What follows belongs to an exercise in optimizing a design on an open flow for small area; a production flow would make more cautious choices.
Only simulation tests tie the RTL to the original design; equivalence was not proved.
No driver is modelled on the clock port, so clocking that relies on it looks cheaper here than on a real chip.
No activity file was given, so power comes from the tool's default toggle rates.

// rets_dgim
module rets_dgim (
    input  logic        clk,
    input  logic        rst,           
    input  logic        cmd_valid,
    input  logic [31:0] cmd,
    input  logic [31:0] cmd_data,
    input  logic        tick,
    input  logic [15:0] gpio_in,       
    output logic        rsp_valid,
    output logic [3:0]  rsp_status,
    output logic [63:0] rsp_value,
    output logic        cb_valid,
    output logic [7:0]  cb_id,
    output logic        cb_is_gpio,
    output logic [3:0]  cb_port,
    output logic [3:0]  cb_index,
    output logic [15:0] gpio_out,
    output logic [15:0] gpio_oe,
    output logic [15:0] gpio_pull_en
);
==> flow/config.mk <==
export PLATFORM = sky130hd
export DESIGN_NAME = rets_dgim
export DESIGN_NICKNAME = rets_dgim
export VERILOG_FILES = /design/flow/design.v
export SDC_FILE = /design/flow/constraint.sdc
export NUM_CORES = 4
export LEC_CHECK = 0
export CAP_MARGIN = 10
export CORE_MARGIN = 2
export CORE_UTILIZATION = 50
export SLEW_MARGIN = 10
==> flow/constraint.sdc <==
create_clock -name core_clock -period 20.0 [get_ports {clk}]
set_input_delay 4.0000 -clock core_clock [delete_from_list [all_inputs] [get_ports {clk}]]
set_output_delay 4.0000 -clock core_clock [all_outputs]
set_load 0.01 [all_outputs]
standard.sh (not shown) runs the stock make flow with config.mk's settings and CLKGATE_MAP_FILE= SYNTH_SCRIPT=/design/flow/synth_recipe.tcl, a recipe that flattens the netlist after the stock synthesis.
==> flow/flow/run.sh <==
#!/bin/bash
# Layout flow: the standard layout (standard.sh), with these changes in how it is made:
#   - synthesis maps the logic with an area-oriented ABC script (flow/abc_area.script);
#     everything else in synthesis, including the register mapping, is the standard one;
#   - ports are buffered with sky130_fd_sc_hd__buf_1;
#   - after global routing, gates on paths with positive slack are downsized (RECOVER_POWER);
#   - clock tree synthesis builds the tree from small clock buffers with small sink clusters
#     and no dummy loads; if the clock-pin slew of that tree (estimated from placement) is
#     high, it is built again with smaller clusters, and at last with the standard settings.
# Each step's output goes to a run_*.log file here; ORFS's own logs are under orfs/logs.
set -euo pipefail
W=$(pwd)
R="$W/orfs/results/sky130hd/rets_dgim/base"
rm -rf "$W/scripts_area"
mkdir -p "$W/scripts_area"
cp -r "$FLOW_HOME/scripts/." "$W/scripts_area/"
cp "$W/flow/abc_area.script" "$W/scripts_area/abc_area.script"
bash "$W/standard.sh" SCRIPTS_DIR="$W/scripts_area" ABC_AREA=1 synth > "$W/run_synth.log" 2>&1

PB="BUFFER_PORTS_ARGS=-buffer_cell sky130_fd_sc_hd__buf_1"
bash "$W/standard.sh" "$PB" place > "$W/run_place.log" 2>&1

C4=sky130_fd_sc_hd__clkbuf_4
BASE="-sink_clustering_enable -repair_clock_nets"
TRIES=(
  "$BASE -dont_use_dummy_load -buf_list $C4 -sink_clustering_size 10 -sink_clustering_max_diameter 40"
  "$BASE -dont_use_dummy_load -buf_list $C4 -sink_clustering_size 9 -sink_clustering_max_diameter 35"
  "$BASE -dont_use_dummy_load -buf_list $C4 -sink_clustering_size 8 -sink_clustering_max_diameter 30"
  "$BASE -dont_use_dummy_load"
)
CHOSEN=""
i=0
for args in "${TRIES[@]}"; do
  i=$((i + 1))
  rm -f "$R"/4_*
  bash "$W/standard.sh" "$PB" "CTS_ARGS=$args" cts > "$W/run_cts_$i.log" 2>&1
  RES="$R" openroad -no_init -exit "$W/flow/slew.tcl" > "$W/run_slew_$i.log" 2>&1 || true
  s=$(sed -n 's/^MAXSLEW //p' "$W/run_slew_$i.log" | tail -1)
  CHOSEN="$args"
  if [[ -n "$s" ]] && awk -v s="$s" 'BEGIN { exit !(s < 0.114) }'; then
    break
  fi
done
echo "clock tree: $CHOSEN" > "$W/run_cts_chosen.log"
bash "$W/standard.sh" "$PB" "CTS_ARGS=$CHOSEN" RECOVER_POWER=100 finish > "$W/run_layout.log" 2>&1
Other scripts of this flow, unchanged in this note and not shown: flow/flow/abc_area.script, flow/flow/slew.tcl
The baseline reached the layout checks and failed them: capacitance limit, slew limit.
==> next run, changes <==
--- a/flow/flow/run.sh
+++ b/flow/flow/run.sh
@@ -2,6 +2,7 @@
 # Layout flow: the standard layout (standard.sh), with these changes in how it is made:
-#   - synthesis maps the logic with an area-oriented ABC script (flow/abc_area.script);
-#     everything else in synthesis, including the register mapping, is the standard one;
+#   - synthesis maps the logic with an area-oriented ABC script (flow/abc_area.script),
+#     leaves adders and carry chains to ABC (no full/half-adder cells, no Kogge-Stone
+#     carry map); everything else in synthesis, including the register mapping, is the
+#     standard one;
 #   - ports are buffered with sky130_fd_sc_hd__buf_1;
-#   - after global routing, gates on paths with positive slack are downsized (RECOVER_POWER);
 #   - clock tree synthesis builds the tree from small clock buffers with small sink clusters
@@ -17,3 +18,4 @@
 cp "$W/flow/abc_area.script" "$W/scripts_area/abc_area.script"
-bash "$W/standard.sh" SCRIPTS_DIR="$W/scripts_area" ABC_AREA=1 synth > "$W/run_synth.log" 2>&1
+bash "$W/standard.sh" SCRIPTS_DIR="$W/scripts_area" ABC_AREA=1 ADDER_MAP_FILE= \
+  "SYNTH_OPERATIONS_ARGS=-nofsm" synth > "$W/run_synth.log" 2>&1
 
@@ -44,2 +46,2 @@
 echo "clock tree: $CHOSEN" > "$W/run_cts_chosen.log"
-bash "$W/standard.sh" "$PB" "CTS_ARGS=$CHOSEN" RECOVER_POWER=100 finish > "$W/run_layout.log" 2>&1
+bash "$W/standard.sh" "$PB" "CTS_ARGS=$CHOSEN" finish > "$W/run_layout.log" 2>&1
What happened:
- The changed run passed the timing, design-rule and antenna checks
- die area goes down by 2.0%
- sequential share of layout area came out higher by 0.65 points
- worst setup slack improved by 1800 ps
- non-clock buffer count goes up by 10
- total power fell by 0.47%
- count of clock-buffer cells in the layout does not change
- fmax grows by 14%
- global-route usage drops by 1.1 points
- routed wire length falls by 3.3%

========
Starting RTL as in the previous note.
==> flow/config.mk <==
export PLATFORM = sky130hd
export DESIGN_NAME = rets_dgim
export DESIGN_NICKNAME = rets_dgim
export VERILOG_FILES = /design/flow/design.v
export SDC_FILE = /design/flow/constraint.sdc
export NUM_CORES = 4
export LEC_CHECK = 0
export CAP_MARGIN = 10
export CORE_MARGIN = 2
export CORE_UTILIZATION = 50
export SLEW_MARGIN = 10
==> flow/constraint.sdc <==
create_clock -name core_clock -period 20.0 [get_ports {clk}]
set_input_delay 4.0000 -clock core_clock [delete_from_list [all_inputs] [get_ports {clk}]]
set_output_delay 4.0000 -clock core_clock [all_outputs]
set_load 0.01 [all_outputs]
==> flow/flow/run.sh <==
#!/bin/bash
# Layout flow: the standard layout (standard.sh), with these changes in how it is made:
#   - synthesis maps the logic with an area-oriented ABC script (flow/abc_area.script);
#     everything else in synthesis, including the register mapping, is the standard one;
#   - ports are buffered with sky130_fd_sc_hd__buf_1;
#   - clock tree synthesis builds the tree from small clock buffers with small sink clusters
#     and no dummy loads; if the clock-pin slew of that tree (estimated from placement) is
#     high, it is built again with smaller clusters, and at last with the standard settings.
# Each step's output goes to a run_*.log file here; ORFS's own logs are under orfs/logs.
set -euo pipefail
W=$(pwd)
R="$W/orfs/results/sky130hd/rets_dgim/base"
rm -rf "$W/scripts_area"
mkdir -p "$W/scripts_area"
cp -r "$FLOW_HOME/scripts/." "$W/scripts_area/"
cp "$W/flow/abc_area.script" "$W/scripts_area/abc_area.script"
bash "$W/standard.sh" SCRIPTS_DIR="$W/scripts_area" ABC_AREA=1 synth > "$W/run_synth.log" 2>&1

PB="BUFFER_PORTS_ARGS=-buffer_cell sky130_fd_sc_hd__buf_1"
bash "$W/standard.sh" "$PB" place > "$W/run_place.log" 2>&1

C4=sky130_fd_sc_hd__clkbuf_4
BASE="-sink_clustering_enable -repair_clock_nets"
TRIES=(
  "$BASE -dont_use_dummy_load -buf_list $C4 -sink_clustering_size 10 -sink_clustering_max_diameter 40"
  "$BASE -dont_use_dummy_load -buf_list $C4 -sink_clustering_size 9 -sink_clustering_max_diameter 35"
  "$BASE -dont_use_dummy_load -buf_list $C4 -sink_clustering_size 8 -sink_clustering_max_diameter 30"
  "$BASE -dont_use_dummy_load"
)
CHOSEN=""
i=0
for args in "${TRIES[@]}"; do
  i=$((i + 1))
  rm -f "$R"/4_*
  bash "$W/standard.sh" "$PB" "CTS_ARGS=$args" cts > "$W/run_cts_$i.log" 2>&1
  RES="$R" openroad -no_init -exit "$W/flow/slew.tcl" > "$W/run_slew_$i.log" 2>&1 || true
  s=$(sed -n 's/^MAXSLEW //p' "$W/run_slew_$i.log" | tail -1)
  CHOSEN="$args"
  if [[ -n "$s" ]] && awk -v s="$s" 'BEGIN { exit !(s < 0.116) }'; then
    break
  fi
done
echo "clock tree: $CHOSEN" > "$W/run_cts_chosen.log"
bash "$W/standard.sh" "$PB" "CTS_ARGS=$CHOSEN" finish > "$W/run_layout.log" 2>&1
Other scripts of this flow, unchanged in this note and not shown: flow/flow/abc_area.script, flow/flow/slew.tcl
The baseline produced a clean layout.
==> next run, changes <==
Settings changed: CORE_UTILIZATION 50 to 60, PLACE_DENSITY set to 0.7.
Clock power is about the same.
Synthesized area stays the same.
Routed wire length came out lower by 5.0%.
Worst setup slack got worse by 0.18 ns.
Non-clock buffer count decreases by 8.
Final area shrinks by 0.66%.
Power drops by 1.1%.
Register-to-register slack degrades by 0.18 ns.
==> next run, changes <==
--- a/flow/flow/run.sh
+++ b/flow/flow/run.sh
@@ -1,6 +1,8 @@
 #!/bin/bash
 # Layout flow: the standard layout (standard.sh), with these changes in how it is made:
-#   - synthesis maps the logic with an area-oriented ABC script (flow/abc_area.script);
-#     everything else in synthesis, including the register mapping, is the standard one;
+#   - synthesis maps the logic with an area-oriented ABC script (flow/abc_area.script),
+#     leaves adders and carry chains to ABC (no full/half-adder cells, no Kogge-Stone
+#     carry map); everything else in synthesis, including the register mapping, is the
+#     standard one;
 #   - ports are buffered with sky130_fd_sc_hd__buf_1;
 #   - clock tree synthesis builds the tree from small clock buffers with small sink clusters
@@ -15,5 +17,6 @@
 cp -r "$FLOW_HOME/scripts/." "$W/scripts_area/"
 cp "$W/flow/abc_area.script" "$W/scripts_area/abc_area.script"
-bash "$W/standard.sh" SCRIPTS_DIR="$W/scripts_area" ABC_AREA=1 synth > "$W/run_synth.log" 2>&1
+bash "$W/standard.sh" SCRIPTS_DIR="$W/scripts_area" ABC_AREA=1 ADDER_MAP_FILE= \
+  "SYNTH_OPERATIONS_ARGS=-nofsm" synth > "$W/run_synth.log" 2>&1
 
 PB="BUFFER_PORTS_ARGS=-buffer_cell sky130_fd_sc_hd__buf_1"
@@ -37,5 +40,5 @@
   s=$(sed -n 's/^MAXSLEW //p' "$W/run_slew_$i.log" | tail -1)
   CHOSEN="$args"
-  if [[ -n "$s" ]] && awk -v s="$s" 'BEGIN { exit !(s < 0.116) }'; then
+  if [[ -n "$s" ]] && awk -v s="$s" 'BEGIN { exit !(s < 0.114) }'; then
     break
   fi
Outcome: Non-clock buffer count is higher by 7. Final area is lower by a few percent. Via count is lower by a few percent. Critical path depth is higher by 9. Sequential power barely changes. Global-route usage is lower by 0.38 points. Hold slack improves by 0.0050 ns. Total power is lower slightly. Maximum frequency is lower by a little under a tenth.

[port drivers added, routing unchanged]
Ports are ideal in the flow. The routed layouts listed here were re-timed in OpenROAD.
Step 1 assumes that a clkbuf_16 drives the clock port and a buf_2 every other input.
Step 2 moves the port delays by t, midway between the first and last clock arrival at a register: inputs arrive t later, outputs are due t later. That takes back most of the time a late clock gives input paths.
a / b / c = ideal ports / drivers / drivers and shift; a / b = the first two.
| run | t (ns) | setup slack, ns | clock arrival spread, ns |
|---|---|---|---|
| the first run of note 1 | 1.224 | 5.053 / 5.021 / 3.798 | 0.137 / 0.137 |
| the second run of note 1 | 1.215 | 6.852 / 6.852 / 6.852 | 0.130 / 0.130 |
| the first run of note 2 | 1.237 | 8.552 / 8.552 / 7.743 | 0.126 / 0.126 |
| the second run of note 2 | 1.240 | 8.376 / 8.376 / 7.823 | 0.119 / 0.119 |
| the third run of note 2 | 1.181 | 7.442 / 7.442 / 7.442 | 0.140 / 0.140 |
The setup slack of the first run of note 1, which loses most, moves by -0.032 ns with the drivers and by -1.255 ns with both steps.
